Source: an optimization exercise on an open RTL-to-GDS flow (aim: small area and few clock cycles). Production flows keep margins and buffers that such runs may drop. RTL that was checked went through simulation tests only; none was proved equivalent to the original. The RTL of run 2 was laid out without a check of its function. Power figures rest on the tool's default switching activity, not on a simulated workload.

### config.mk
export PLATFORM = sky130hd
export DESIGN_NAME = fat12_walker
export DESIGN_NICKNAME = fat12_walker
export VERILOG_FILES = /design/flow/design.v
export SDC_FILE = /design/flow/constraint.sdc
export NUM_CORES = 4
export LEC_CHECK = 0
export CAP_MARGIN = 20
export CORE_MARGIN = 2
export CORE_UTILIZATION = 40
export SLEW_MARGIN = 20
### constraint.sdc
create_clock -name core_clock -period 20.0 [get_ports {clk}]
set_input_delay 4.0000 -clock core_clock [delete_from_list [all_inputs] [get_ports {clk}]]
set_output_delay 4.0000 -clock core_clock [all_outputs]
set_load 0.01 [all_outputs]
### design.v
module fat12_walker (
    input  wire        clk,
    input  wire        rst,            
    input  wire        cmd_valid,
    output wire        cmd_ready,
    input  wire [1:0]  cmd_op,         
    input  wire [15:0] cmd_arg,        
    input  wire        med_present,
    input  wire [20:0] med_size,
    output reg         med_re,
    output reg  [20:0] med_addr,
    input  wire [7:0]  med_rdata,      
    output reg         out_valid,
    input  wire        out_ready,
    output reg  [20:0] out_cluster,
    output reg  [20:0] out_offset,
    output reg         done,
    output reg         done_ok,
    output reg  [31:0] done_count,
    output reg  [31:0] done_total
);
    localparam OP_CHAIN = 2'd0, OP_ALLOC = 2'd1;    
    localparam S_IDLE = 4'd0,    
               S_G    = 4'd1,    
               S_RI   = 4'd2,    
               S_MAC  = 4'd3,    
               S_DIV  = 4'd4,    
               S_RD2  = 4'd5,    
               S_F    = 4'd6,    
               S_F2   = 4'd7,    
               S_CHS  = 4'd8,    
               S_CH1  = 4'd9,    
               S_CH0  = 4'd10,   
               S_CHH  = 4'd11,   
               S_SS   = 4'd12,   
               S_SCAN = 4'd13,   
               S_FIN  = 4'd14,   
               S_RL   = 4'd15;   
    localparam MO_BPC = 3'd0,    
               MO_FS  = 3'd1,    
               MO_FE  = 3'd2,    
               MO_NF  = 3'd3,    
               MO_DS  = 3'd4,    
               MO_OFF = 3'd5,    
               MO_RSV = 3'd6,    
               MO_RDS = 3'd7;    
    reg [3:0]  st;
    reg [3:0]  gs;
    reg [1:0]  op;
    reg [2:0]  mop;
    reg [5:0]  mi;
    reg [1:0]  dop;              
    reg        bad;              
    reg        tsd;              
    reg        offr;             
    reg        tcd;              
    reg        sok;              
    reg [15:0] bps;
    reg [7:0]  spc, nfat, lo;
    reg [15:0] fld;              
    reg [20:0] fs, fe;           
    reg [20:0] bpc;              
    reg        bpc_big;
    reg [24:0] dst;              
    reg        dst_big;
    reg [31:0] tc;               
    reg        obig;             
    reg [20:0] clu;
    reg [32:0] count;
    reg [21:0] a;                
    reg [1:0]  ph;
    reg        okr;
    assign cmd_ready = (st == S_IDLE);
    function [34:0] add34(input [33:0] x, input [33:0] y, input ci);
        integer q;
        reg c;
        begin
            c = ci;
            for (q = 0; q < 34; q = q + 1) begin
                add34[q] = x[q] ^ y[q] ^ c;
                c = (x[q] & y[q]) | (c & (x[q] ^ y[q]));
            end
            add34[34] = c;
        end
    endfunction
    function lt34(input [33:0] x, input [33:0] y);
        reg [34:0] d;
        begin
            d = add34(x, ~y, 1'b1);
            lt34 = !d[34];
        end
    endfunction
    function one16(input [15:0] x);
        integer q;
        reg any, two;
        begin
            any = 1'b0; two = 1'b0;
            for (q = 0; q < 16; q = q + 1) begin
                two = two | (any & x[q]);
                any = any | x[q];
            end
            one16 = any & !two;
        end
    endfunction
    wire bps_p2  = one16(bps);
    wire spc_p2  = one16({8'd0, spc});
    wire nfat_p2 = one16({8'd0, nfat});
    wire [3:0] k  = {|bps[15:8], |{bps[15:12], bps[7:4]},
                     |{bps[15:14], bps[11:10], bps[7:6], bps[3:2]},
                     |{bps[15], bps[13], bps[11], bps[9], bps[7], bps[5], bps[3], bps[1]}};
    wire [2:0] j  = {|spc[7:4], |{spc[7:6], spc[3:2]}, |{spc[7], spc[5], spc[3], spc[1]}};
    wire [2:0] ln = {|nfat[7:4], |{nfat[7:6], nfat[3:2]}, |{nfat[7], nfat[5], nfat[3], nfat[1]}};
    wire [4:0] s  = {1'b0, k} + {2'b00, j};
    wire bpc_p2   = bps_p2 && spc_p2;
    reg  [24:0] sx;
    reg  [4:0]  sb;
    reg         sr;
    function [15:0] rev16(input [15:0] v);
        integer q;
        begin
            for (q = 0; q < 16; q = q + 1) rev16[q] = v[15 - q];
        end
    endfunction
    wire [24:0] sxi = sr ? {rev16(sx[15:0]), 9'd0} : sx;
    wire [24:0] sh1 = sb[0] ? {sxi[23:0], 1'b0}  : sxi;
    wire [24:0] sh2 = sb[1] ? {sh1[22:0], 2'b0}  : sh1;
    wire [24:0] sh3 = sb[2] ? {sh2[20:0], 4'b0}  : sh2;
    wire [24:0] sh4 = sb[3] ? {sh3[16:0], 8'b0}  : sh3;
    wire [24:0] sh5 = sb[4] ? {sh4[8:0], 16'b0}  : sh4;
    wire        sovf = (sb[0] & sxi[24]) | (sb[1] & |sh1[24:23]) | (sb[2] & |sh2[24:21]) |
                       (sb[3] & |sh3[24:17]) | (sb[4] & |sh4[24:9]);
    wire [24:0] sy  = sr ? {9'd0, rev16(sh5[24:9])} : sh5;
    reg  [1:0]  asel;            
    reg         ten, cin;
    wire [24:0] aa  = (asel == 2'd1) ? dst : (asel == 2'd2) ? {4'd0, out_offset} : 25'd0;
    wire [34:0] sumw = add34({9'd0, aa}, {9'd0, ten ? sy : 25'd0}, cin);
    wire [25:0] sum = sumw[25:0];
    wire        abig = (asel == 2'd2 && obig) || (asel == 2'd1 && dst_big);
    wire        big21 = abig || (ten && sovf) || sum[25] || (|sum[24:21]);
    reg  [15:0] ac;
    wire [34:0] aiw  = add34({18'd0, ac}, {19'd0, ac[15:1]}, 1'b0);
    wire [16:0] ai   = aiw[16:0];
    wire [34:0] aentw = add34({13'd0, fs}, {17'd0, ai}, 1'b0);
    wire [21:0] aent = aentw[21:0];
    wire [34:0] a1w  = add34({12'd0, a}, 34'd0, 1'b1);
    wire [21:0] a1   = a1w[21:0];
    wire [34:0] cm2w     = add34({13'd0, clu}, {13'd0, 21'h1FFFFE}, st == S_SCAN);
    wire [20:0] cm2      = cm2w[20:0];
    wire        clu_lt   = (tc[31:21] != 11'd0) || lt34({13'd0, cm2}, {13'd0, tc[20:0]});
    wire        clu_le   = clu_lt;
    wire        clu_ok   = (clu[20:1] != 20'd0) && clu_lt;
    wire        cnt_le   = !lt34({2'b00, tc}, {1'b0, count});      
    wire        steps_ok = sok;
    wire [20:0] off      = offr ? out_offset : sum[20:0];
    wire        off_big  = offr ? obig : big21;
    wire [34:0] offew    = add34({13'd0, off}, {13'd0, bpc}, 1'b0);
    wire [21:0] off_end  = offew[21:0];
    wire        off_bad  = off_big || bpc_big || lt34({13'd0, med_size}, {12'd0, off_end});
    wire [11:0] ech  = clu[0] ? {med_rdata, lo[7:4]} : {med_rdata[3:0], lo};
    wire        ech_end = (ech >= 12'hFF8) || (ech == 12'd0);
    wire [34:0] cnw    = add34({13'd0, clu}, 34'd0, 1'b1);
    wire [20:0] cn     = cnw[20:0];
    wire        cn_ok  = clu_le;
    wire [11:0] esc    = (ph == 2'd1) ? {med_rdata[3:0], lo} : {med_rdata, lo[7:4]};
    wire        s_cmp  = (ph != 2'd0);
    wire        a_in   = lt34({12'd0, a}, {13'd0, fe});
    wire        s_in   = a_in && cn_ok;
    wire        is_alloc = (op == OP_ALLOC);
    wire        n_hit  = is_alloc && (count == {12'd0, bpc});
    wire        o_busy = out_valid && !out_ready;
    wire        s_stall = s_cmp && o_busy;
    wire [34:0] cnt1w  = add34({1'b0, count}, 34'd0, 1'b1);
    wire [32:0] cnt1   = cnt1w[32:0];
    wire [15:0] dd   = (dop == 2'd2) ? {8'd0, spc} : bps;
    wire [16:0] dr   = {fld, tc[31]};
    wire [34:0] dsubw = add34({17'd0, dr}, ~{18'd0, dd}, 1'b1);
    wire [17:0] dsub = {!dsubw[34], dsubw[16:0]};
    wire        dq   = !dsub[17];
    wire [34:0] dsecw = add34({2'b00, tc}, ~{9'd0, dst}, 1'b1);
    wire [32:0] dsec = dsecw[32:0];
    reg  [2:0]  cm;              
    reg         cfast;           
    always @(*) begin
        cm = mop;
        case (st)
            S_G: case (gs)
                4'd3:  cm = MO_BPC;
                4'd5:  cm = MO_RDS;
                4'd7:  cm = MO_FS;
                4'd8:  cm = MO_RSV;
                4'd10: cm = MO_FE;
                4'd11: cm = MO_NF;
                default: cm = mop;
            endcase
            S_F:   cm = MO_DS;
            S_CH1: cm = MO_OFF;
            default: cm = mop;
        endcase
        case (cm)
            MO_NF:  cfast = nfat_p2;
            MO_OFF: cfast = bpc_p2;
            MO_RSV, MO_RDS: cfast = 1'b1;
            default: cfast = bps_p2;
        endcase
    end
    reg mbit;
    always @(*) begin
        case (cm)
            MO_NF:  mbit = nfat[mi[2:0]];
            MO_OFF: mbit = bpc[mi[4:0]];
            default: mbit = bps[mi[3:0]];
        endcase
    end
    wire first = (st != S_MAC) || (mi == 6'd0);
    wire [5:0] mlast = (cm == MO_NF) ? 6'd7 : (cm == MO_OFF) ? 6'd20 : 6'd15;
    always @(*) begin
        sx = 25'd0; sb = 5'd0; sr = 1'b0;
        asel = 2'd0; ten = 1'b1; cin = 1'b0;
        case (cm)
            MO_BPC: begin sx = {17'd0, fld[7:0]}; sb = cfast ? {1'b0, k} : mi[4:0]; end
            MO_FS:  begin sx = {9'd0, fld};       sb = cfast ? {1'b0, k} : mi[4:0]; end
            MO_FE:  begin sx = {9'd0, fld};       sb = cfast ? {1'b0, k} : mi[4:0]; asel = 2'd2; end
            MO_NF:  begin sx = {9'd0, fld};       sb = cfast ? {2'b0, ln} : mi[4:0]; asel = 2'd1; end
            MO_DS:  begin sx = dst;               sb = cfast ? {1'b0, k} : mi[4:0]; end
            MO_OFF: begin sx = {4'd0, cm2};       sb = cfast ? s : mi[4:0]; asel = first ? 2'd1 : 2'd2; end
            MO_RSV: begin sx = {9'd0, fld};       sb = 5'd0; asel = 2'd1; end
            default: begin  
                sx = {9'd0, fld};
                if (k > 4'd5) begin sr = 1'b1; sb = {1'b0, k - 4'd5}; cin = sovf; end
                else                  sb = {2'b0, 3'd5 - k[2:0]};
            end
        endcase
        if (st == S_MAC) begin
            ten = mbit;
            if (!first) asel = (cm == MO_NF) ? 2'd1 : 2'd2;
        end
        if (st == S_RD2) begin
            asel = 2'd1; ten = 1'b0; cin = (fld != 16'd0);
        end
    end
    reg [5:0] ia;
    always @(*) begin
        case (gs)
            4'd0:  ia = 6'h0C;
            4'd1:  ia = 6'h0D;
            4'd2:  ia = 6'h11;
            4'd3:  ia = 6'h12;
            4'd4:  ia = 6'h0E;
            4'd5:  ia = 6'h0F;
            4'd6:  ia = 6'h10;
            4'd7:  ia = 6'h16;
            4'd8:  ia = 6'h17;
            4'd9:  ia = 6'h14;
            4'd10: ia = 6'h13;
            4'd11: ia = 6'h23;
            4'd12: ia = 6'h22;
            4'd13: ia = 6'h21;
            4'd14: ia = 6'h20;
            default: ia = 6'h23;
        endcase
    end
    reg fin, fin_ok;
    always @(*) begin
        fin = 1'b0; fin_ok = 1'b1;
        case (st)
            S_CH0: if (!a_in || ech_end) fin = 1'b1;
            S_SCAN: begin
                if (n_hit) fin = 1'b1;
                else if (s_cmp && !s_in) begin fin = 1'b1; fin_ok = !is_alloc; end
            end
            S_FIN: begin fin = 1'b1; fin_ok = okr; end
            default: ;
        endcase
    end
    wire drained = !o_busy;
    always @(*) begin
        done        = fin && drained;
        done_ok     = fin_ok;
        done_count  = count[31:0];
        done_total  = tc;
        out_cluster = clu;
        med_re      = 1'b1;
    end
    always @(*) begin
        ac = clu[15:0];
        if (st == S_CH0) ac = {4'd0, ech};
        else if (st == S_SS) ac = 16'd2;
        case (st)
            S_IDLE: med_addr = 21'h0B;
            S_G, S_RI: med_addr = {15'd0, ia};
            S_RL: med_addr = mi[0] ? 21'h11 : 21'h12;
            S_CHS, S_CH0, S_SS: med_addr = aent[20:0];
            S_CH1: med_addr = a1[20:0];
            S_SCAN: med_addr = (s_stall || n_hit) ? a[20:0] : a1[20:0];
            default: med_addr = a[20:0];
        endcase
    end
    always @(posedge clk) begin
        if (rst) begin
            st        <= S_IDLE;
            out_valid <= 1'b0;
        end else begin
            if (out_ready) out_valid <= 1'b0;
            if (fin) begin
                okr <= fin_ok;
                st  <= drained ? S_IDLE : S_FIN;
            end
            case (st)
                S_IDLE: if (cmd_valid) begin
                    op    <= cmd_op;
                    clu   <= {5'd0, cmd_arg};
                    bpc   <= {5'd0, cmd_arg};
                    count <= 33'd0;
                    gs    <= 4'd0;
                    bad   <= 1'b0;
                    tsd   <= 1'b0;
                    tcd   <= 1'b0;
                    offr  <= 1'b0;
                    sok   <= 1'b1;
                    if (!med_present || med_size < 21'd512) begin
                        okr <= 1'b0;
                        st  <= S_FIN;
                    end else
                        st <= S_G;
                end
                S_G: begin
                    gs <= gs + 4'd1;
                    case (gs)
                        4'd0: lo <= med_rdata;
                        4'd1: bps <= {med_rdata, lo};
                        4'd2: begin spc <= med_rdata; fld <= {8'd0, med_rdata}; end
                        4'd4: fld <= {med_rdata, lo};             
                        4'd6: fld <= {med_rdata, lo};             
                        4'd7: nfat <= med_rdata;
                        4'd9: begin fld <= {med_rdata, lo}; tc <= 32'd0; end    
                        4'd10, 4'd11, 4'd12, 4'd13, 4'd14, 4'd15: tc <= {tc[23:0], med_rdata};
                        default: lo <= med_rdata;
                    endcase
                    case (gs)
                        4'd3: begin
                            if (bps == 16'd0 || spc == 8'd0) bad <= 1'b1;
                            if (cfast) begin
                                if (op == OP_CHAIN) begin bpc <= sum[20:0]; bpc_big <= big21; end
                            end else begin mop <= MO_BPC; mi <= 6'd0; st <= S_MAC; gs <= gs; end
                        end
                        4'd5: begin
                            if (bps_p2) dst <= sum[24:0];
                            else begin mi <= 6'd0; st <= S_RL; gs <= gs; end
                        end
                        4'd7: begin
                            if (cfast) begin
                                fs <= sum[20:0]; if (big21) bad <= 1'b1;
                                out_offset <= sum[20:0]; obig <= big21;
                            end else begin mop <= MO_FS; mi <= 6'd0; st <= S_MAC; gs <= gs; end
                        end
                        4'd8: begin
                            if (nfat == 8'd0) bad <= 1'b1;
                            dst <= sum[24:0];
                        end
                        4'd10: begin
                            if (fld == 16'd0) bad <= 1'b1;
                            if (cfast) begin fe <= sum[20:0]; if (big21) bad <= 1'b1; end
                            else begin mop <= MO_FE; mi <= 6'd0; st <= S_MAC; gs <= gs; end
                        end
                        4'd11: begin
                            if (cfast) dst <= sum[24:0];
                            else begin mop <= MO_NF; mi <= 6'd0; st <= S_MAC; gs <= gs; end
                            if ({tc[7:0], med_rdata} != 16'd0) st <= cfast ? S_F : S_MAC;
                        end
                        4'd15: st <= S_F;
                        default: ;
                    endcase
                end
                S_RI: begin
                    gs <= gs + 4'd1;
                    st <= (gs == 4'd11 && tc[15:0] != 16'd0) ? S_F : S_G;
                end
                S_MAC: begin
                    mi <= mi + 6'd1;
                    case (cm)
                        MO_NF: dst <= sum[24:0];
                        default: begin out_offset <= sum[20:0]; obig <= big21 || (!first && obig); end
                    endcase
                    if (mi == mlast) begin
                        case (cm)
                            MO_BPC: begin
                                if (op == OP_CHAIN) begin bpc <= sum[20:0]; bpc_big <= big21 || (!first && obig); end
                                st <= S_RI;
                            end
                            MO_FS: begin fs <= sum[20:0]; if (big21 || (!first && obig)) bad <= 1'b1; st <= S_RI; end
                            MO_FE: begin fe <= sum[20:0]; if (big21 || (!first && obig)) bad <= 1'b1; st <= S_RI; end
                            MO_NF: st <= S_RI;
                            MO_DS: begin dst <= {4'd0, sum[20:0]}; dst_big <= big21 || (!first && obig); mi <= 6'd0; st <= S_F2; end
                            default: begin offr <= 1'b1; st <= S_CHS; end    
                        endcase
                    end
                end
                S_DIV: begin
                    mi  <= mi + 6'd1;
                    fld <= dq ? dsub[15:0] : dr[15:0];
                    tc  <= {tc[30:0], dq};
                    if (mi == ((dop == 2'd0) ? 6'd36 : 6'd31)) begin
                        case (dop)
                            2'd0: st <= S_RD2;
                            2'd1: begin tsd <= 1'b1; st <= S_F; end
                            default: st <= S_F2;
                        endcase
                        if (dop == 2'd0) dst <= {tc[23:0], dq};
                        if (dop == 2'd2) tcd <= 1'b1;
                    end
                end
                S_RL: begin
                    mi <= mi + 6'd1;
                    tc <= (mi == 6'd0) ? 32'd0 : {tc[23:0], med_rdata};
                    if (mi == 6'd2) begin
                        fld <= 16'd0;
                        dop <= 2'd0; mi <= 6'd0; st <= S_DIV;
                    end
                end
                S_RD2: begin
                    dst <= sum[24:0];
                    st  <= S_RI;
                end
                S_F: begin
                    if (tc == 32'd0 && !tsd) begin
                        tc  <= {11'd0, med_size};
                        fld <= 16'd0;
                        dop <= 2'd1; mi <= 6'd0; st <= S_DIV;
                    end else begin
                        tc <= (dsec[32] || dsec == 33'd0) ? 32'd0 : dsec[31:0];
                        if (bad || lt34({13'd0, med_size}, {13'd0, fe})) begin
                            okr <= 1'b0;
                            st  <= S_FIN;
                        end else if (op != OP_CHAIN || cfast) begin
                            dst <= {4'd0, sum[20:0]}; dst_big <= big21;
                            mi  <= 6'd0;
                            st  <= S_F2;
                        end else begin
                            mop <= MO_DS; mi <= 6'd0; st <= S_MAC;
                        end
                    end
                end
                S_F2: begin
                    if (tcd || (spc_p2 && mi[2:0] == j)) begin
                        if (op == OP_CHAIN) st <= S_CHS;
                        else if (is_alloc && bpc == 21'd0) begin okr <= 1'b1; st <= S_FIN; end
                        else st <= S_SS;
                    end else if (spc_p2) begin
                        tc <= {1'b0, tc[31:1]};
                        mi <= mi + 6'd1;
                    end else begin
                        fld <= 16'd0;
                        dop <= 2'd2; mi <= 6'd0; st <= S_DIV;
                    end
                end
                S_CHS: begin
                    a <= aent;
                    if (!bpc_p2 && !offr && clu_ok && steps_ok && !bpc_big) begin
                        if (!o_busy) begin mop <= MO_OFF; mi <= 6'd0; st <= S_MAC; end
                    end else
                        st <= S_CH1;
                end
                S_CH1: begin
                    lo <= med_rdata;
                    if (!clu_ok || !steps_ok) begin okr <= 1'b1; st <= S_FIN; end
                    else if (off_bad) begin okr <= 1'b0; st <= S_FIN; end
                    else begin
                        if (o_busy) st <= S_CHS;
                        else begin
                            out_valid <= 1'b1;
                            if (!offr) out_offset <= sum[20:0];
                            count <= cnt1[32:0];
                            sok   <= cnt_le;
                            a  <= a1;
                            st <= S_CH0;
                        end
                    end
                end
                S_CH0: if (!fin) begin
                    if (o_busy) st <= S_CHH;
                    else begin
                        clu  <= {9'd0, ech};
                        offr <= 1'b0;
                        a    <= aent;
                        st   <= bpc_p2 ? S_CH1 : S_CHS;
                    end
                end
                S_CHH: st <= S_CH0;
                S_SS: begin
                    a   <= aent;
                    clu <= 21'd1;
                    ph  <= 2'd0;
                    out_offset <= 21'd0;
                    st  <= S_SCAN;
                end
                S_SCAN: if (!fin && !s_stall) begin
                    a  <= a1;
                    lo <= med_rdata;
                    ph <= (ph == 2'd1) ? 2'd2 : (ph == 2'd2) ? 2'd0 : 2'd1;
                    if (s_cmp) begin
                        clu <= cn;
                        if (esc == 12'd0) begin
                            count <= cnt1[32:0];
                            if (is_alloc) out_valid <= 1'b1;
                        end
                    end
                end
                S_FIN: ;
                default: st <= S_IDLE;
            endcase
        end
    end
endmodule
### run.sh
#!/bin/bash
# synth_recipe.tcl (not shown) runs the flow's synth.tcl, then flattens the netlist and writes it again
# the make line also repeats each setting of config.mk as NAME=value (left out here)
make -C /OpenROAD-flow-scripts/flow DESIGN_CONFIG=/design/flow/config.mk WORK_HOME=/design/flow/orfs CLKGATE_MAP_FILE= SYNTH_SCRIPT=/design/flow/synth_recipe.tcl finish
==> results.yml, run 1 <==
hold_path:
  hold_path_class: "reg2reg"
  min_path_cells: 2
  min-delay-start: "dst[20]"
detailed_routing:
  drc: 0
  dr.pass1.iters: 7
  vias: 25000
  ant_nets: 0
  routedWlPerCell_um: 30.2
  viasPerCell: 6.41
  drt-initial-drc-count: 3215
  finalWirelength_um: 118000
critical_path:
  r2r-start: "st[0]"
  crit_fanout: 16
  cp-start-kind: "flip-flop"
  crit_required_ns: 20.30
  reg2reg_depth: 73
  endpoint_kind: "flip-flop"
  worstSetupStartpoint: "st[0]"
  cpMaxStageDelayCell: "mux4_2"
  path_common_cell: "ha_1"
  worstPathArrival_ns: 19.55
  crit_type: "reg2reg"
  slowest_delay_ns: 0.47
placed_design:
  gp_congestion: 1.00
  post-place-cells: 3821
  hpwl_um: 91700
  dpl_worst_slack_ns: 0.112
  port_buffers: 182
die:
  io_pins: 184
  die_w_um: 266
  start_util: 0.406
  dieArea_mm2: 0.0706
  core_area_mm2: 0.0675
  die_y_um: 266
  fp-row-count: 95
grt:
  grt.overflow.total: 0
  first_global_vias: 23900
  antenna_found_initial: 2
  grt_start_max_net_pins: 61
  grt_pass1_wl_um: 169000
  grt_use_total: 0.326
final_layout:
  area_delta_synth_final_pct: 17.0
  layout-drive-gt1-share: 0.101
  finalNonFillerCells: 3900
  fin_nets: 3399
cts:
  htree_levels: 2
  cts_root_buf: "clkbuf_16"
  cts_hold_buf: 0
  cts_tree: "done"
  clock_latency_ns: 0.60
  clkSlewWorstSetupHoldPaths_ns: 0.06
  clockBufferDepth: 3
  numCtsBuffers: 40
  cts_sinks: 312
synthesis:
  synth_commonest_cells: "nand2_1, edfxtp_1, inv_1"
  yosysSeqAreaShare: 0.338
  yosysTopAreaCell: "edfxtp_1"
  synth_top_area_frac: 0.330
  avgSynthCellArea_um2: 9.65
  yosys_warnings: 1
  yosysMostFrequentCell: "nand2_1"
  synth_edf_count: 301
  ys_ff_latch: 312
  synth_area_mm2: 0.0274
  synth.area.top_cells: "edfxtp_1, ha_1, fa_1, nand2_1, inv_1"
  ys.flop_type: "edfxtp_1"
  synth_nets: 3242
  syn_inst: 2837
  async_reset_ff_frac: 0
  synth_cell_types: 102
timing:
  finalCriticalPeriod_ns: 19.25
  worstMarginPinSlew_ns: 1.24
  setup_ws_ns: 0.750
  final_hold_viol_count: 0
  max_slew_margin: 0.169
  slew_viol_final: 0
  period_share: 0.962
  timing.fmax_ghz: 0.0519
  setup_viol: 0
  worst_clock_skew_ns: 0.0286
power_and_ir_drop:
  finalPower_mw: 6.65
  ir_drop_mv: 0.118
  p_per_area_mw_per_mm2: 208
  p_leak_nw: 12.8
status:
  status: "timing/DRC/antenna clean"
run:
  maxCapViolations: 0
worst max-delay path, delay by kind of cell (launching register included):
kind                       cells  cell delay, ns
buffers and inverters          9            0.85
xor gates and xnor gates       1            0.18
muxes                          2            0.78
DFF                            1            0.33
and+or+nand+nor                7            1.28
AOI/OAI and AO/OA              9            1.71
adders and majority gates     45           13.80
placed cells by master (no fill, tap or decap), drive strengths merged, types with 27 or more instances in the layout:
master	n
nand3	47
nand2	356
mux2	41
inv	248
and2	46
ha	238
edfxtp	301
a221o	28
clkdlybuf4s50	182
o21ai	153
fa	115
mux2i	81
buf	101
a21oi	148
nor4	58
a22oi	70
a211oi	31
a31oi	32
o22ai	27
nor3	48
nor2	158
a21o	48
clkbuf	43
o211ai	37
logic make-up after synthesis:
| group | count (synthesis) | share of synthesized area |
|---|---|---|
| compound gates | 749 | 0.189 |
| xor+xnor | 38 | 0.0122 |
| fa+ha+maj | 357 | 0.194 |
| buf+inv | 418 | 0.0642 |
| flops | 312 | 0.338 |
| mux | 139 | 0.0605 |
| other cells | 1 | 0.000137 |
| simple gates | 823 | 0.141 |
power by group:
group	switching, mW	total, mW	leakage [nW]	internal [mW]
logic	2.77	4.48	9.30	1.70
registers	0.270	1.37	2.87	1.10
clock network	0.332	0.809	0.681	0.477
final timing paths:
check | end | slack, ns
setup / recovery | count[8] | 0.75
hold / removal | dst[20] | 0.65
setup reg to reg | count[8] | 0.75
hold reg to reg | dst[20] | 0.65
flip-flops by register name (all words and copies together), names as in the netlist, 4 cells and up:
register,cells
out_offset,21
fld,16
a,22
ia,6
clu,21
spc,8
bpc,21
fe,21
fs,21
count,33
st,4
tc,32
bps,16
lo,8
gs,4
mi,6
nfat,8
dst,25
layer usage:
layer  wire length (um)  global-route usage
met2              50800               0.490
met5                 14                   0
met4               5860               0.139
met3              12300              0.0744
met1              48700               0.451
metrics by stage:
stage          utilization  setup TNS (ns)  hold slack, ns  area, um2
2_1_floorplan            -               0           0.473      27500
3_3_place_gp         0.451               0           0.606      30400
3_5_place_dp         0.451               0           0.617      30500
4_1_cts              0.472               0           0.634      31900
5_1_grt              0.475          -0.312           0.684      32000
6_report             0.475               0           0.649      32000
area by class of cell:
cell class	count	area, um2
Antenna cell	1	2.50
Clock buffer	42	1010
Clock inverter	32	428
Fill cell	6289	35500
Inverter	249	942
Multi-Input combinational cell	2107	16700
Sequential cell	312	9260
Tap cell	873	1090
Timing Repair Buffer	284	2650
timing repair:
item                                    4_1_cts  5_1_grt
setup buffers                                 0        1
gates resized for setup                       0       22
endpoints found under the setup margin        0       83
Testbench counts, summed over its fixed seeds: cycles 72,271.
==> run 2, diff against run 1 <==
--- a/design.v
+++ b/design.v
@@ -57,5 +57,5 @@
     reg        sok;              
-    reg [15:0] bps;
-    reg [7:0]  spc, nfat, lo;
-    reg [15:0] fld;              
+    reg [7:0]  lo;
+    reg [4:0]  sreg;             
+    reg        p2reg;            
     reg [20:0] fs, fe;           
@@ -70,2 +70,6 @@
     reg [21:0] a;                
+    wire [15:0] bps  = count[15:0];
+    wire [7:0]  spc  = count[23:16];
+    wire [7:0]  nfat = count[31:24];
+    wire [15:0] fld  = a[15:0];      
     reg [1:0]  ph;
@@ -112,4 +116,5 @@
     wire [2:0] ln = {|nfat[7:4], |{nfat[7:6], nfat[3:2]}, |{nfat[7], nfat[5], nfat[3], nfat[1]}};
-    wire [4:0] s  = {1'b0, k} + {2'b00, j};
-    wire bpc_p2   = bps_p2 && spc_p2;
+    wire [4:0] s_g  = {1'b0, k} + {2'b00, j};
+    wire [4:0] s    = sreg;
+    wire bpc_p2     = p2reg;
     reg  [24:0] sx;
@@ -312,3 +317,2 @@
                     bpc   <= {5'd0, cmd_arg};
-                    count <= 33'd0;
                     gs    <= 4'd0;
@@ -329,8 +333,8 @@
                         4'd0: lo <= med_rdata;
-                        4'd1: bps <= {med_rdata, lo};
-                        4'd2: begin spc <= med_rdata; fld <= {8'd0, med_rdata}; end
-                        4'd4: fld <= {med_rdata, lo};             
-                        4'd6: fld <= {med_rdata, lo};             
-                        4'd7: nfat <= med_rdata;
-                        4'd9: begin fld <= {med_rdata, lo}; tc <= 32'd0; end    
+                        4'd1: count[15:0] <= {med_rdata, lo};                        
+                        4'd2: begin count[23:16] <= med_rdata; a[15:0] <= {8'd0, med_rdata}; end   
+                        4'd4: a[15:0] <= {med_rdata, lo};                            
+                        4'd6: a[15:0] <= {med_rdata, lo};                            
+                        4'd7: count[31:24] <= med_rdata;                             
+                        4'd9: begin a[15:0] <= {med_rdata, lo}; tc <= 32'd0; end     
                         4'd10, 4'd11, 4'd12, 4'd13, 4'd14, 4'd15: tc <= {tc[23:0], med_rdata};
@@ -399,3 +403,3 @@
                     mi  <= mi + 6'd1;
-                    fld <= dq ? dsub[15:0] : dr[15:0];
+                    a[15:0] <= dq ? dsub[15:0] : dr[15:0];
                     tc  <= {tc[30:0], dq};
@@ -415,3 +419,3 @@
                     if (mi == 6'd2) begin
-                        fld <= 16'd0;
+                        a[15:0] <= 16'd0;
                         dop <= 2'd0; mi <= 6'd0; st <= S_DIV;
@@ -426,3 +430,3 @@
                         tc  <= {11'd0, med_size};
-                        fld <= 16'd0;
+                        a[15:0] <= 16'd0;
                         dop <= 2'd1; mi <= 6'd0; st <= S_DIV;
@@ -444,2 +448,5 @@
                     if (tcd || (spc_p2 && mi[2:0] == j)) begin
+                        count <= 33'd0;
+                        sreg  <= s_g;
+                        p2reg <= bps_p2 && spc_p2;
                         if (op == OP_CHAIN) st <= S_CHS;
@@ -451,3 +458,3 @@
                     end else begin
-                        fld <= 16'd0;
+                        a[15:0] <= 16'd0;
                         dop <= 2'd2; mi <= 6'd0; st <= S_DIV;
==> results.yml, run 2 <==
status:
  status: "timing/DRC/antenna clean"
critical_path:
  worstPathArrival_ns: 19.52
  path_common_cell: "fa_1"
  slowest_delay_ns: 0.81
  crit_type: "reg2reg"
  endpoint_kind: "flip-flop"
  reg2reg_depth: 65
  cpMaxStageDelayCell: "edfxtp_1"
  crit_required_ns: 20.27
  crit_fanout: 16
  cp-start-kind: "flip-flop"
final_layout:
  multi_input_area_mm2: 0.0173
  fin_nets: 3508
  top_regs: "count: 33 flops, tc: 32 flops, dst: 25 flops"
  final-seq-area_mm2: 0.00800
  final_cell_mix: "nand2_1, inv_1, edfxtp_1"
  largest_register_ffs: 33
  final_common_cell: "nand2_1"
  layout-drive-gt1-share: 0.0888
  fill_cells: 6404
  area_delta_synth_final_pct: 15.2
  largest-register: "count"
timing:
  timing.fmax_ghz: 0.0520
  hold_ws_ns: 0.663
  fin_setup_tns_ns: 0
  setup_viol: 0
  rsz0062_at_grt: "no"
  final_hold_viol_count: 0
  worstMarginPinSlew_ns: 1.10
  worst_clock_skew_ns: 0.0536
  slew_viol_final: 0
  period_share: 0.962
  max_slew_margin: 0.265
  finalCriticalPeriod_ns: 19.25
grt:
  grt.overflow.total: 0
  grt_use_total: 0.413
  first_global_vias: 26200
  antenna_found_initial: 5
  grt_pass1_wl_um: 204000
  grt_start_max_net_pins: 64
synthesis:
  synth_commonest_cells: "nand2_1, inv_1, edfxtp_1"
  syn_inst: 2984
  avgSynthCellArea_um2: 9.08
  synth_top_area_frac: 0.287
  synth.area.top_cells: "edfxtp_1, ha_1, fa_1, nand2_1, inv_1"
  synth_area_mm2: 0.0271
  yosys_warnings: 1
  synth_edf_count: 259
  ys.flop_type: "edfxtp_1"
  yosysTopAreaCell: "edfxtp_1"
  synth_cell_types: 106
  yosysMostFrequentCell: "nand2_1"
  async_reset_ff_frac: 0
  ys_ff_latch: 270
  yosysSeqAreaShare: 0.295
  synth_nets: 3391
run:
  maxCapViolations: 0
cts:
  cts_setup_buffers: 0
  cts_root_buf: "clkbuf_16"
  cts_sinks: 270
  htree_levels: 2
  clkSlewWorstSetupHoldPaths_ns: 0.06
  clockBufferDepth: 3
  cts_resized: 0
  clock_latency_ns: 0.62
  numCtsBuffers: 37
  cts_hold_buf: 0
  cts_tree: "done"
placed_design:
  port_buffers: 182
  gp_congestion: 1.05
  hpwl_um: 115000
die:
  die_w_um: 264
  start_util: 0.404
  io_pins: 184
  core_area_mm2: 0.0672
  die_y_um: 264
  fp-row-count: 95
  dieArea_mm2: 0.0699
power_and_ir_drop:
  p_per_area_mw_per_mm2: 218
  p_leak_nw: 12.7
  ir_drop_mv: 0.164
detailed_routing:
  ant_nets: 0
  dr.pass1.iters: 7
  viasPerCell: 6.81
  drc: 0
  routedWlPerCell_um: 36.8
  vias: 27300
  drt-initial-drc-count: 4030
  finalWirelength_um: 147000
hold_path:
  min_path_cells: 1
  hold_path_class: "reg2reg"
## run 2: cell count changes in the layout (fill, tap and decap cells not counted), sizes merged, moves of 31 or more
cell,before,now
edfxtp,301,259
a22o,11,46
nand2,356,286
and2,46,15
o21ai,153,208
a21oi,148,183
## run 2: worst paths after layout
check          from        end  slack (ns)
max          clu[0]  count[19]        0.75
min            obig    dst_big        0.66
max reg2reg  clu[0]  count[19]        0.75
min reg2reg    obig    dst_big        0.66
## run 2: layout make-up
class | instances | area share
Antenna cell | 3 | 0.000240
Multi-Input combinational cell | 2235 | 0.554
Clock buffer | 47 | 0.0308
Inverter | 269 | 0.0323
Clock inverter | 20 | 0.00833
Tap cell | 873 | 0.0350
Sequential cell | 270 | 0.256
Timing Repair Buffer | 288 | 0.0836
## run 2: power breakdown
part | internal (mW) | leakage (nW) | switching, mW
Combinational | 1.76 | 9.61 | 3.03
Sequential | 1.00 | 2.47 | 0.325
Clock | 0.388 | 0.581 | 0.301
## run 2: critical path, delay by kind of cell (launching register included)
family / cells / cell delay [ns]
buffers and inverters: 3 / 0.23
flip-flops: 1 / 0.81
multiplexers: 2 / 0.46
adder cells (fa/ha/maj): 43 / 12.88
XOR/XNOR: 1 / 0.18
AND/OR/NAND/NOR: 3 / 0.87
AO/OA/AOI/OAI: 13 / 3.43
## run 2: logic make-up after synthesis
group / share of synthesized area
buf+inv: 0.0718
other cells: 0.000138
xor+xnor: 0.0126
flops: 0.295
fa+ha+maj: 0.197
compound gates: 0.229
mux: 0.0472
simple gates: 0.147
## run 2: per-layer routing
layer / global-route usage / vias to the layer above / wire length, um
li1: - / 11300 / -
met1: 0.535 / 13600 / 57100
met2: 0.632 / 1931 / 64100
met3: 0.113 / 394 / 16800
met4: 0.212 / 2 / 9170
met5: 0 / - / 7
## run 2: stage by stage
stage	util	power, mW	cells	setup slack, ns	area [um2]
2_1_floorplan	-	4.11	2984	1.14	27100
3_3_place_gp	0.446	5.89	3933	1.39	30000
3_5_place_dp	0.447	5.93	3934	1.18	30000
4_1_cts	0.465	6.65	4001	1.03	31200
5_1_grt	0.465	7.18	4002	0.0813	31200
6_report	0.465	6.80	4005	0.751	31200
==> run 3, diff against run 2 <==
--- a/design.v
+++ b/design.v
@@ -90,6 +90,8 @@
     function lt34(input [33:0] x, input [33:0] y);
-        reg [34:0] d;
+        integer q;
+        reg r;
         begin
-            d = add34(x, ~y, 1'b1);
-            lt34 = !d[34];
+            r = 1'b0;
+            for (q = 0; q < 34; q = q + 1) r = (x[q] ^ y[q]) ? y[q] : r;
+            lt34 = r;
         end
@@ -158,4 +160,4 @@
     wire        steps_ok = sok;
-    wire [20:0] off      = offr ? out_offset : sum[20:0];
-    wire        off_big  = offr ? obig : big21;
+    wire [20:0] off      = out_offset;
+    wire        off_big  = obig;
     wire [34:0] offew    = add34({13'd0, off}, {13'd0, bpc}, 1'b0);
@@ -200,3 +202,3 @@
             S_F:   cm = MO_DS;
-            S_CH1: cm = MO_OFF;
+            S_CHS: cm = MO_OFF;
             default: cm = mop;
@@ -289,5 +291,3 @@
     always @(*) begin
-        ac = clu[15:0];
-        if (st == S_CH0) ac = {4'd0, ech};
-        else if (st == S_SS) ac = 16'd2;
+        ac = (st == S_SS) ? 16'd2 : clu[15:0];
         case (st)
@@ -296,3 +296,3 @@
             S_RL: med_addr = mi[0] ? 21'h11 : 21'h12;
-            S_CHS, S_CH0, S_SS: med_addr = aent[20:0];
+            S_CHS, S_SS: med_addr = aent[20:0];
             S_CH1: med_addr = a1[20:0];
@@ -462,8 +462,10 @@
                 end
-                S_CHS: begin
+                S_CHS: if (!o_busy) begin
                     a <= aent;
                     if (!bpc_p2 && !offr && clu_ok && steps_ok && !bpc_big) begin
-                        if (!o_busy) begin mop <= MO_OFF; mi <= 6'd0; st <= S_MAC; end
-                    end else
+                        mop <= MO_OFF; mi <= 6'd0; st <= S_MAC;
+                    end else begin
+                        if (!offr) begin out_offset <= sum[20:0]; obig <= big21; end
                         st <= S_CH1;
+                    end
                 end
@@ -477,3 +479,2 @@
                             out_valid <= 1'b1;
-                            if (!offr) out_offset <= sum[20:0];
                             count <= cnt1[32:0];
@@ -490,4 +491,3 @@
                         offr <= 1'b0;
-                        a    <= aent;
-                        st   <= bpc_p2 ? S_CH1 : S_CHS;
+                        st   <= S_CHS;
                     end
--- a/config.mk
+++ b/config.mk
@@ -7,5 +7,7 @@
 export LEC_CHECK = 0
-export CAP_MARGIN = 20
+export CAP_MARGIN = 0
 export CORE_MARGIN = 2
 export CORE_UTILIZATION = 40
-export SLEW_MARGIN = 20
+export CTS_BUF_LIST = sky130_fd_sc_hd__clkbuf_4
+export GPL_TIMING_DRIVEN = 0
+export SLEW_MARGIN = 0
==> results.yml, run 3 <==
synthesis:
  ys.flop_type: "edfxtp_1"
  yosys_warnings: 1
  yosysTopAreaCell: "edfxtp_1"
  synth_cell_types: 109
  yosysMostFrequentCell: "nand2_1"
  async_reset_ff_frac: 0
  avgSynthCellArea_um2: 9.11
  ys_ff_latch: 270
  synth.area.top_cells: "edfxtp_1, fa_1, ha_1, nand2_1, inv_1"
  synth_edf_count: 259
  syn_inst: 2763
  synth_area_mm2: 0.0252
  synth_commonest_cells: "nand2_1, edfxtp_1, inv_1"
  yosysSeqAreaShare: 0.318
  synth_nets: 3059
  synth_top_area_frac: 0.309
final_layout:
  final_common_cell: "nand2_1"
  design_area_mm2: 0.0294
  layout-drive-gt1-share: 0.101
  area_delta_synth_final_pct: 17.0
  final_cell_mix: "nand2_1, edfxtp_1, inv_1"
  fill_cells: 6160
  top_regs: "count: 33 flops, tc: 32 flops, dst: 25 flops"
  largest_register_ffs: 33
  fin_nets: 3338
  largest-register: "count"
cts:
  cts_hold_buf: 0
  cts_sinks: 270
  clockBufferDepth: 3
  cts_root_buf: "clkbuf_4"
  clkSlewWorstSetupHoldPaths_ns: 0.07
  cts_tree: "done"
  clock_latency_ns: 0.89
  numCtsBuffers: 80
  htree_levels: 3
critical_path:
  crit_path_end: "bad"
  cp-start-kind: "flip-flop"
  worstPathArrival_ns: 19.99
  reg2reg_slack_ns: 0.59
  crit_type: "reg2reg"
  worstSetupStartpoint: "st[1]"
  endpoint_kind: "flip-flop"
  r2r-start: "st[1]"
  regToRegEndpoint: "bad"
  reg2reg_depth: 72
  crit_required_ns: 20.57
  slowest_delay_ns: 0.48
  path_common_cell: "fa_1"
  crit_fanout: 12
  cpMaxStageDelayCell: "fa_1"
detailed_routing:
  routedWlPerCell_um: 34.3
  ant_nets: 0
  dr.pass1.iters: 13
  viasPerCell: 6.60
  drc: 0
  finalWirelength_um: 135000
  drt-initial-drc-count: 3882
  vias: 26000
power_and_ir_drop:
  p_leak_nw: 11.5
  ir_drop_mv: 0.232
  power_frac_comb: 0.697
  switchingPower_mw: 3.33
  swShare: 0.557
  power_frac_seq: 0.206
  p_per_area_mw_per_mm2: 203
  p_int_mw: 2.65
  clkPwrFrac: 0.097
die:
  die_y_um: 255
  dieArea_mm2: 0.0649
  start_util: 0.406
  die_w_um: 255
  fp-row-count: 91
  core_area_mm2: 0.0619
  io_pins: 184
grt:
  grt_use_total: 0.411
  antenna_found_initial: 4
  grt.overflow.total: 0
  grt_start_max_net_pins: 26
  grt_pass1_wl_um: 185000
  first_global_vias: 24600
hold_path:
  min-delay-start: "fs[20]"
  hold_path_class: "reg2reg"
placed_design:
  dpl_cell_area_mm2: 0.0282
  port_buffers: 179
  hpwl_um: 107000
  dpl_worst_slack_ns: -1.87
  gp_congestion: 1.05
timing:
  period_share: 0.971
  finalCriticalPeriod_ns: 19.41
  setup_viol: 0
  rsz0062_at_grt: "no"
  final_hold_viol_count: 0
  timing.fmax_ghz: 0.0515
  slew_viol_final: 0
  max_slew_margin: 0.0428
  worstMarginPinSlew_ns: 1.43
  setup_ws_ns: 0.587
  worst_clock_skew_ns: 0.0691
run:
  maxCapViolations: 0
status:
  status: "timing/DRC/antenna clean"
run 3: repair_timing:
action,in CTS,in global routing
buffers inserted,2,10
endpoints found under the setup margin,8,6
resized for setup,16,20
pin swaps,0,9
run 3: power groups by stage:
stage	Combinational [mW]	Clock [mW]	Sequential (mW)
2_1_floorplan	2.27	0	1.11
3_3_place_gp	3.88	0	1.23
3_5_place_dp	3.94	0	1.22
4_1_cts	3.98	0.580	1.21
5_1_grt	4.36	0.606	1.23
6_report	4.17	0.580	1.23
run 3: cells by family (layout without fill, tap and decap cells):
logic type	after synthesis	count (layout)	synth area share
simple gates	873	873	0.165
compound gates	728	728	0.206
buf+inv	468	808	0.0776
fa+ha+maj	281	281	0.170
flops	270	270	0.318
mux	101	101	0.0484
xor+xnor	41	41	0.0143
other cells	1	4	0.000149
run 3: routing by layer:
metal / vias up / track usage / share of wire
li1: 10800 / - / -
met1: 12800 / 0.547 / 0.39
met2: 1992 / 0.601 / 0.42
met3: 407 / 0.0978 / 0.12
met4: 0 / 0.257 / 0.074
met5: - / 0 / 0
run 3: final cells by class:
cell class / instances / area, um2 / area share
clock buffers: 113 / 848 / 0.0288
well taps: 837 / 1050 / 0.0356
flip-flops and latches: 270 / 8000 / 0.272
multi-input cells: 2025 / 15400 / 0.522
inverters: 250 / 951 / 0.0323
diodes: 3 / 7.51 / 0.000255
plain buffers: 214 / 1000 / 0.0341
repair buffers: 201 / 2000 / 0.0681
clock inverters: 30 / 196 / 0.00667
run 3: through the flow:
| stage | hold slack [ns] | setup TNS [ns] | std cells | power, mW | utilization |
|---|---|---|---|---|---|
| after floorplan | 0.569 | 0 | 2763 | 3.37 | - |
| after global placement | 0.647 | -9.64 | 3779 | 5.11 | 0.452 |
| after detailed placement | 0.656 | -10.62 | 3788 | 5.16 | 0.455 |
| after CTS | 0.678 | 0 | 3930 | 5.78 | 0.473 |
| after global routing | 0.712 | 0 | 3941 | 6.20 | 0.475 |
| final | 0.677 | 0 | 3943 | 5.99 | 0.475 |
run 3: worst min-delay path by stage:
| stage | to | slack [ns] | depth (start not counted) |
|---|---|---|---|
| 2_1_floorplan | count[0] | 0.57 | 2 |
| 3_3_place_gp | a[21] | 0.65 | 3 |
| 3_5_place_dp | count[1] | 0.66 | 1 |
| 4_1_cts | count[1] | 0.68 | 1 |
| 5_1_grt | a[17] | 0.71 | 3 |
| 6_report | a[21] | 0.68 | 3 |
run 3: critical path: cells and delay by family, from the launching register on:
family,cells,cell delay [ns]
flip-flops,1,0.45
AND/OR/NAND/NOR,7,1.24
AO/OA/AOI/OAI,10,1.85
adder cells (fa/ha/maj),45,14.46
buffers and inverters,9,0.79
multiplexers,1,0.30
Testbench counts of run 3, summed over its fixed seeds: cycles 73,816.
==> run 4, diff against run 3 <==
--- a/config.mk
+++ b/config.mk
@@ -7,7 +7,5 @@
 export LEC_CHECK = 0
-export CAP_MARGIN = 0
+export CAP_MARGIN = 20
 export CORE_MARGIN = 2
 export CORE_UTILIZATION = 40
-export CTS_BUF_LIST = sky130_fd_sc_hd__clkbuf_4
-export GPL_TIMING_DRIVEN = 0
-export SLEW_MARGIN = 0
+export SLEW_MARGIN = 20
==> results.yml, run 4 <==
timing:
  slew_viol_final: 0
  worstMarginPinSlew_ns: 1.28
  finalCriticalPeriod_ns: 19.01
  max_slew_margin: 0.147
  setup_viol: 0
  rsz0062_at_grt: "no"
  final_hold_viol_count: 0
  worst_clock_skew_ns: 0.0208
  fin_setup_tns_ns: 0
  timing.fmax_ghz: 0.0526
  period_share: 0.950
final_layout:
  final_cell_mix: "nand2_1, edfxtp_1, inv_1"
  area_delta_synth_final_pct: 15.5
  layout-drive-gt1-share: 0.0859
  design_area_mm2: 0.0291
  top_regs: "count: 33 flops, tc: 32 flops, dst: 25 flops"
  fin_nets: 3159
  largest-register: "count"
  largest_register_ffs: 33
  final_common_cell: "nand2_1"
synthesis:
  yosys_warnings: 1
  yosysSeqAreaShare: 0.318
  synth.area.mux_share: 0.0484
  yosysMostFrequentCell: "nand2_1"
  synth_edf_count: 259
  yosysTopAreaCell: "edfxtp_1"
  synth_cell_types: 109
  synth_area_mm2: 0.0252
  ys_ff_latch: 270
  synth-simple-area-share: 0.165
  synth_top_area_frac: 0.309
  synthAdderAreaFrac: 0.170
  syn_inst: 2763
  synth_xor_area_frac: 0.0143
  synth_compound_area_frac: 0.206
  synth.area.top_cells: "edfxtp_1, fa_1, ha_1, nand2_1, inv_1"
  ys.flop_type: "edfxtp_1"
  async_reset_ff_frac: 0
  synth_commonest_cells: "nand2_1, edfxtp_1, inv_1"
  synth_nets: 3059
  synth_top_family_by_area: "compound AO/OA/AOI/OAI gates"
  avgSynthCellArea_um2: 9.11
power_and_ir_drop:
  ir_drop_mv: 0.182
  p_per_area_mw_per_mm2: 197
  p_leak_nw: 11.3
die:
  core_area_mm2: 0.0619
  fp-row-count: 91
  dieArea_mm2: 0.0649
  start_util: 0.406
  die_w_um: 255
  die_y_um: 255
  io_pins: 184
grt:
  grt_use_total: 0.381
  grt_start_max_net_pins: 70
  antenna_found_initial: 4
  grt.overflow.total: 0
  first_global_vias: 24100
  grt_pass1_wl_um: 176000
placed_design:
  port_buffers: 182
  dpl_cell_area_mm2: 0.0279
  gp_congestion: 1.01
  hpwl_um: 97000
critical_path:
  slowest_delay_ns: 0.50
  crit_type: "reg2reg"
  crit_required_ns: 20.32
  reg2reg_slack_ns: 0.99
  cpMaxStageDelayCell: "fa_1"
  worstPathArrival_ns: 19.33
  crit_fanout: 7
  path_common_cell: "fa_1"
  cp-start-kind: "flip-flop"
  endpoint_kind: "flip-flop"
cts:
  cts_root_buf: "clkbuf_16"
  cts_tree: "done"
  cts_sinks: 270
  numCtsBuffers: 36
  clock_latency_ns: 0.58
  cts_hold_buf: 0
  clkSlewWorstSetupHoldPaths_ns: 0.06
  htree_levels: 2
  clockBufferDepth: 3
run:
  maxCapViolations: 0
detailed_routing:
  drc: 0
  viasPerCell: 6.66
  routedWlPerCell_um: 33.3
  ant_nets: 0
  drt-initial-drc-count: 3750
  finalWirelength_um: 124000
  vias: 24800
  dr.pass1.iters: 12
hold_path:
  hold_path_class: "reg2reg"
status:
  status: "timing/DRC/antenna clean"
-- run 4: cell types whose count changed in the layout (fill, tap and decap cells not counted), sizes merged --
cell	change
diode	-2
clkbuf	-213
clkinvlp	+3
clkdlybuf4s50	+3
clkinv	-12
buf	+2
bufinv	+1
-- run 4: worst max-delay path: cells and delay by family, from the launching register on --
kind | cells | cell delay, ns
adders and majority gates | 45 | 14.34
AOI/OAI and AO/OA | 9 | 1.35
and+or+nand+nor | 6 | 0.95
buffers and inverters | 10 | 0.83
muxes | 3 | 0.74
DFF | 1 | 0.34
xor gates and xnor gates | 1 | 0.15
-- run 4: final timing paths --
| check | cells past startpoint | startpoint | endpoint |
|---|---|---|---|
| setup / recovery | 74 | st[0] | bad |
| hold / removal | 1 | lo[2] | count[2] |
| setup reg to reg | 74 | st[0] | bad |
| hold reg to reg | 1 | lo[2] | count[2] |
-- run 4: area by class of cell --
class	count	area [um2]
fillers	6039	32900
clock buffers	40	916
flip-flops and latches	270	8000
repair buffers	280	2560
diodes	1	2.50
inverters	250	938
well taps	837	1050
clock inverters	22	234
multi-input cells	2025	15400
-- run 4: where the power goes --
part / internal (mW) / switching [mW]
clock network: 0.372 / 0.286
logic: 1.34 / 2.51
registers: 0.979 / 0.254
total: 2.69 / 3.05
-- run 4: routing by layer --
| layer | wire, um | share of wire | track usage | vias to the layer above |
|---|---|---|---|---|
| met4 | 8320 | 0.067 | 0.219 | 4 |
| li1 | - | - | - | 10400 |
| met3 | 13200 | 0.11 | 0.0832 | 374 |
| met1 | 47700 | 0.38 | 0.492 | 12300 |
| met2 | 54700 | 0.44 | 0.590 | 1788 |
| met5 | 21 | 0.00017 | 0 | - |
-- run 4: timing repair --
| action | 4_1_cts | 5_1_grt |
|---|---|---|
| buffers inserted | 0 | 2 |
| resized for setup | 0 | 3 |
| hold endpoints to repair | 0 | 0 |
| endpoints found under the setup margin | 0 | 5 |
-- run 4: cells by family (layout without fill, tap and decap cells) --
family	Yosys count	in the layout
flip-flops	270	270
buffers and inverters	468	592
XOR/XNOR	41	41
adder cells (fa/ha/maj)	281	281
multiplexers	101	101
other	1	2
AO/OA/AOI/OAI	728	728
AND/OR/NAND/NOR	873	873
-- run 4: per-stage QoR --
stage               setup WS, ns   util  total power, mW  hold slack [ns]  std cells
floorplan                   1.67      -             3.37            0.569       2763
global placement            1.10  0.450             4.93            0.620       3659
detailed placement         0.869  0.450             4.95            0.621       3660
CTS                        0.785  0.468             5.62            0.636       3722
global route              0.0232  0.469             6.01            0.669       3724
finish                     0.991  0.469             5.74            0.646       3725
==> run 5, diff against run 4 <==
--- a/config.mk
+++ b/config.mk
@@ -10,2 +10,4 @@
 export CORE_UTILIZATION = 40
+export CTS_CLUSTER_DIAMETER = 100
+export CTS_CLUSTER_SIZE = 24
 export SLEW_MARGIN = 20
==> results.yml, run 5 <==
grt:
  first_global_vias: 24000
  grt_start_max_net_pins: 70
  grt_pass1_wl_um: 175000
  antenna_found_initial: 2
  grt_use_total: 0.379
  grt.overflow.total: 0
detailed_routing:
  drt-initial-drc-count: 3709
  ant_nets: 0
  drc: 0
  viasPerCell: 6.69
  vias: 24700
  finalWirelength_um: 124000
  routedWlPerCell_um: 33.5
  dr.pass1.iters: 11
synthesis:
  ys.flop_type: "edfxtp_1"
  async_reset_ff_frac: 0
  synth_commonest_cells: "nand2_1, edfxtp_1, inv_1"
  synth.area.top_cells: "edfxtp_1, fa_1, ha_1, nand2_1, inv_1"
  synth_top_area_frac: 0.309
  ys_ff_latch: 270
  syn_inst: 2763
  synth_cell_types: 109
  avgSynthCellArea_um2: 9.11
  synth_area_mm2: 0.0252
  yosys_warnings: 1
  synth_nets: 3059
  yosysMostFrequentCell: "nand2_1"
  yosysTopAreaCell: "edfxtp_1"
  yosysSeqAreaShare: 0.318
  synth_edf_count: 259
timing:
  finalCriticalPeriod_ns: 18.99
  worstMarginPinSlew_ns: 1.23
  slew_viol_final: 0
  worst_clock_skew_ns: 0.0324
  setup_viol: 0
  timing.fmax_ghz: 0.0527
  fin_setup_tns_ns: 0
  rsz0062_at_grt: "no"
  final_hold_viol_count: 0
  period_share: 0.950
  hold_ws_ns: 0.652
  max_slew_margin: 0.178
final_layout:
  largest-register: "count"
  final_common_cell: "nand2_1"
  fin_nets: 3142
  finalNonFillerCells: 3693
  layout-drive-gt1-share: 0.0795
  area_delta_synth_final_pct: 13.5
  final_cell_mix: "nand2_1, edfxtp_1, inv_1"
  largest_register_ffs: 33
  postLayoutCoreUtil: 0.461
  fill_cells: 6065
  design_area_mm2: 0.0286
  top_regs: "count: 33 flops, tc: 32 flops, dst: 25 flops"
  antenna_cells: 0
cts:
  cts_sinks: 270
  cts_root_buf: "clkbuf_16"
  clock_latency_ns: 0.59
  cts_tree: "done"
  numCtsBuffers: 19
  htree_levels: 1
  clockBufferDepth: 3
  clkSlewWorstSetupHoldPaths_ns: 0.10
critical_path:
  slowest_delay_ns: 0.50
  cp-start-kind: "flip-flop"
  regToRegEndpoint: "bad"
  crit_type: "reg2reg"
  crit_fanout: 7
  endpoint_kind: "flip-flop"
  r2r-start: "st[0]"
  crit_path_end: "bad"
  cpMaxStageDelayCell: "fa_1"
  worstPathArrival_ns: 19.32
  worstSetupStartpoint: "st[0]"
  reg2reg_depth: 74
  crit_required_ns: 20.33
  reg2reg_slack_ns: 1.01
  path_common_cell: "fa_1"
die:
  die_y_um: 255
  io_pins: 184
  start_util: 0.406
  die_w_um: 255
  core_area_mm2: 0.0619
  dieArea_mm2: 0.0649
  fp-row-count: 91
power_and_ir_drop:
  p_leak_nw: 11.1
  p_per_area_mw_per_mm2: 194
  ir_drop_mv: 0.179
placed_design:
  port_buffers: 182
  hpwl_um: 97000
  dpl_cell_area_mm2: 0.0279
  gp_congestion: 1.01
  post-place-cells: 3660
status:
  status: "timing/DRC/antenna clean"
hold_path:
  hold_path_class: "reg2reg"
run:
  maxCapViolations: 0
-- run 5: routing by layer --
metal / part of all wire / track usage / wire length (um)
met1: 0.38 / 0.491 / 47600
met5: 0.00012 / 0.00226 / 15
met3: 0.11 / 0.0777 / 13100
met2: 0.44 / 0.589 / 54500
met4: 0.068 / 0.211 / 8440
-- run 5: final cells by class --
| type | instances | area [um2] | area share |
|---|---|---|---|
| clock inverter | 12 | 169 | 0.00592 |
| sequential | 270 | 8000 | 0.280 |
| clock buffer | 19 | 475 | 0.0166 |
| multi-input combinational | 2025 | 15400 | 0.538 |
| tap | 837 | 1050 | 0.0367 |
| timing repair buffer | 280 | 2560 | 0.0897 |
| inverter | 250 | 938 | 0.0329 |
-- run 5: how the worst min path moves through the flow --
stage,depth (start not counted),end,start
3_3_place_gp,2,count[0],lo[0]
2_1_floorplan,2,count[0],lo[0]
6_report,1,count[2],lo[2]
4_1_cts,1,count[2],lo[2]
3_5_place_dp,2,dst[23],dst[23]
5_1_grt,2,count[0],lo[0]
-- run 5: cell families after synthesis --
family / Yosys count / share of synthesized area
DFF: 270 / 0.318
adders and majority gates: 281 / 0.170
muxes: 101 / 0.0484
AOI/OAI and AO/OA: 728 / 0.206
buffers and inverters: 468 / 0.0776
other: 1 / 0.000149
xor gates and xnor gates: 41 / 0.0143
and+or+nand+nor: 873 / 0.165
-- run 5: repair_timing --
action | CTS | global route
setup endpoints to repair | 0 | 5
buffers inserted | 0 | 2
gates resized for setup | 0 | 3
endpoints found under the hold margin | 0 | 0
hold buffers | 0 | 0
-- run 5: power by group --
part           internal (mW)  switching (mW)  total [mW]
Clock                  0.201           0.257       0.458
Combinational           1.34            2.50        3.84
Sequential             0.977           0.254        1.23
Total                   2.52            3.01        5.53
-- run 5: worst max-delay path, delay by kind of cell, from the launching register on --
kind / cells / cell delay [ns]
xor gates and xnor gates: 1 / 0.15
adders and majority gates: 45 / 14.36
DFF: 1 / 0.35
and+or+nand+nor: 6 / 0.95
buffers and inverters: 10 / 0.82
muxes: 3 / 0.74
AOI/OAI and AO/OA: 9 / 1.35
-- run 5: metrics by stage --
step / setup WS, ns / total power, mW
after global routing: 0.0276 / 5.80
final: 1.01 / 5.53
after detailed placement: 0.869 / 4.95
after floorplan: 1.67 / 3.37
after global placement: 1.10 / 4.93
after CTS: 0.794 / 5.42
==> run 6, diff against run 5 <==
--- a/config.mk
+++ b/config.mk
@@ -11,3 +11,3 @@
 export CTS_CLUSTER_DIAMETER = 100
-export CTS_CLUSTER_SIZE = 24
+export CTS_CLUSTER_SIZE = 20
 export SLEW_MARGIN = 20
==> results.yml, run 6 <==
status:
  status: "timing/DRC/antenna clean"
power_and_ir_drop:
  power_frac_seq: 0.223
  p_int_mw: 2.51
  p_per_area_mw_per_mm2: 193
  switchingPower_mw: 3.00
  p_leak_nw: 11.1
  clkPwrFrac: 0.080
  finalPower_mw: 5.51
  swShare: 0.545
  ir_drop_mv: 0.183
  power_frac_comb: 0.697
detailed_routing:
  finalWirelength_um: 124000
  vias: 24600
  ant_nets: 0
  routedWlPerCell_um: 33.5
  viasPerCell: 6.66
  drt-initial-drc-count: 3542
  drc: 0
  dr.pass1.iters: 11
critical_path:
  endpoint_kind: "flip-flop"
  r2r-start: "st[0]"
  crit_fanout: 7
  reg2reg_depth: 74
  slowest_delay_ns: 0.50
  worstPathArrival_ns: 19.34
  regToRegEndpoint: "bad"
  crit_type: "reg2reg"
  crit_required_ns: 20.33
  reg2reg_slack_ns: 1.0
  cpMaxStageDelayCell: "fa_1"
  cp-start-kind: "flip-flop"
  path_common_cell: "fa_1"
final_layout:
  finalNonFillerCells: 3693
  final_cell_mix: "nand2_1, edfxtp_1, inv_1"
  largest-register: "count"
  top_regs: "count: 33 flops, tc: 32 flops, dst: 25 flops"
  layout-drive-gt1-share: 0.0791
  antenna_cells: 0
  largest_register_ffs: 33
  area_delta_synth_final_pct: 13.3
  final_common_cell: "nand2_1"
  design_area_mm2: 0.0285
  fin_nets: 3143
synthesis:
  ys.flop_type: "edfxtp_1"
  ys_ff_latch: 270
  synth_top_area_frac: 0.309
  synth_commonest_cells: "nand2_1, edfxtp_1, inv_1"
  yosysTopAreaCell: "edfxtp_1"
  synth_edf_count: 259
  syn_inst: 2763
  yosys_warnings: 1
  synth_nets: 3059
  synth.area.top_cells: "edfxtp_1, fa_1, ha_1, nand2_1, inv_1"
  synth_area_mm2: 0.0252
  yosysSeqAreaShare: 0.318
  async_reset_ff_frac: 0
  yosysMostFrequentCell: "nand2_1"
  synth_cell_types: 109
  avgSynthCellArea_um2: 9.11
timing:
  setup_ws_ns: 0.995
  rsz0062_at_grt: "no"
  fin_setup_tns_ns: 0
  slew_viol_final: 0
  setup_viol: 0
  max_slew_margin: 0.181
  period_share: 0.950
  timing.fmax_ghz: 0.0526
  final_hold_viol_count: 0
  worst_clock_skew_ns: 0.0370
  worstMarginPinSlew_ns: 1.23
  finalCriticalPeriod_ns: 19.00
hold_path:
  hold_end: "count[2]"
  min-delay-start: "lo[2]"
  min_path_cells: 1
  hold_path_class: "reg2reg"
grt:
  antenna_found_initial: 3
  grt_use_total: 0.379
  first_global_vias: 24000
  grt_start_max_net_pins: 70
  grt_pass1_wl_um: 175000
  grt.overflow.total: 0
placed_design:
  post-place-cells: 3660
  dpl_cell_area_mm2: 0.0279
  hpwl_um: 97000
  dpl_worst_slack_ns: 0.869
  gp_congestion: 1.01
  port_buffers: 182
die:
  core_area_mm2: 0.0619
  start_util: 0.406
  die_w_um: 255
  fp-row-count: 91
  die_y_um: 255
  io_pins: 184
  dieArea_mm2: 0.0649
cts:
  htree_levels: 1
  numCtsBuffers: 20
  cts_sinks: 270
  cts_root_buf: "clkbuf_16"
  clock_latency_ns: 0.60
  clkSlewWorstSetupHoldPaths_ns: 0.10
  clockBufferDepth: 3
  cts_hold_buf: 0
  cts_tree: "done"
run:
  maxCapViolations: 0
## run 6: critical path: cells and delay by family, from the launching register on
kind | cells | cell delay [ns]
xor+xnor | 1 | 0.15
flops | 1 | 0.34
simple gates | 6 | 0.96
fa+ha+maj | 45 | 14.37
buf+inv | 10 | 0.83
compound gates | 9 | 1.35
mux | 3 | 0.74
## run 6: layout make-up
| type | count | area [um2] |
|---|---|---|
| fill | 6067 | 33400 |
| multi-input combinational | 2025 | 15400 |
| sequential | 270 | 8000 |
| timing repair buffer | 280 | 2560 |
| tap | 837 | 1050 |
| inverter | 250 | 938 |
| clock buffer | 21 | 504 |
| clock inverter | 10 | 110 |
## run 6: per-stage QoR
step,utilization,hold WS [ns]
final,0.460,0.653
after global routing,0.460,0.676
after CTS,0.460,0.642
after detailed placement,0.450,0.621
after global placement,0.450,0.620
after floorplan,-,0.569
## run 6: kinds of logic (layout without fill, tap and decap cells)
family,after synthesis,in the layout,synth area share
other,1,1,0.000149
XOR/XNOR,41,41,0.0143
AND/OR/NAND/NOR,873,873,0.165
flip-flops,270,270,0.318
AO/OA/AOI/OAI,728,728,0.206
multiplexers,101,101,0.0484
buffers and inverters,468,561,0.0776
adder cells (fa/ha/maj),281,281,0.170
## run 6: how the worst max path moves through the flow
stage	start	cells after the start	end
floorplan	st[0]	75	bad
global placement	st[0]	74	bad
detailed placement	st[0]	74	bad
CTS	st[0]	74	bad
global route	st[0]	74	bad
finish	st[0]	74	bad
## run 6: power groups by stage
stage / Sequential (mW) / Clock, mW / Combinational [mW]
global route: 1.23 / 0.454 / 4.09
global placement: 1.23 / 0 / 3.70
finish: 1.23 / 0.439 / 3.84
CTS: 1.22 / 0.442 / 3.74
floorplan: 1.11 / 0 / 2.27
detailed placement: 1.23 / 0 / 3.72
## run 6: metal layers
metal	up-vias	track usage	share of wire
met4	2	0.208	0.068
met5	-	0	0.00012
met1	12100	0.490	0.39
met2	1749	0.593	0.44
li1	10300	-	-
met3	389	0.0787	0.10
## run 6: timing repair
action / 4_1_cts / 5_1_grt
buffers inserted: 0 / 2
resized for setup: 0 / 3
setup endpoints to repair: 0 / 5

## afterwards: timing with drivers on the ports
In the flow no input, the clock included, has a driving cell. The finished layouts below were timed again as built, in two steps. Step 1 sets driving cells, clkbuf_16 on the clock port and buf_2 on the other inputs (assumed; they add their load-dependent delay and slew). Step 2 moves the port delays by t, midway between the first and last clock arrival at a register: inputs arrive t later, outputs are due t later. That takes back most of the time a late clock gives input paths. a / b / c = no drivers / after step 1 / after step 2; a / b = the first two.
run | t, ns | setup WS [ns] | hold WS [ns] | slew at the worst register clock pin (ns) | worst slew at a driven data input, ns
run 1 | 0.653 | 0.750 / 0.750 / 0.750 | 0.649 / 0.649 / 0.649 | 0.07 / 0.07 | 0.05
run 2 | 0.663 | 0.751 / 0.751 / 0.751 | 0.663 / 0.663 / 0.663 | 0.06 / 0.06 | 0.05
run 3 | 0.913 | 0.587 / 0.587 / 0.587 | 0.677 / 0.677 / 0.677 | 0.08 / 0.08 | 0.05
run 4 | 0.631 | 0.991 / 0.991 / 0.991 | 0.646 / 0.646 / 0.646 | 0.06 / 0.06 | 0.05
run 5 | 0.636 | 1.010 / 1.010 / 1.010 | 0.652 / 0.652 / 0.652 | 0.12 / 0.12 | 0.06
run 6 | 0.638 | 0.995 / 0.995 / 0.995 | 0.653 / 0.653 / 0.653 | 0.10 / 0.10 | 0.06
After both steps every run listed still meets setup and hold.
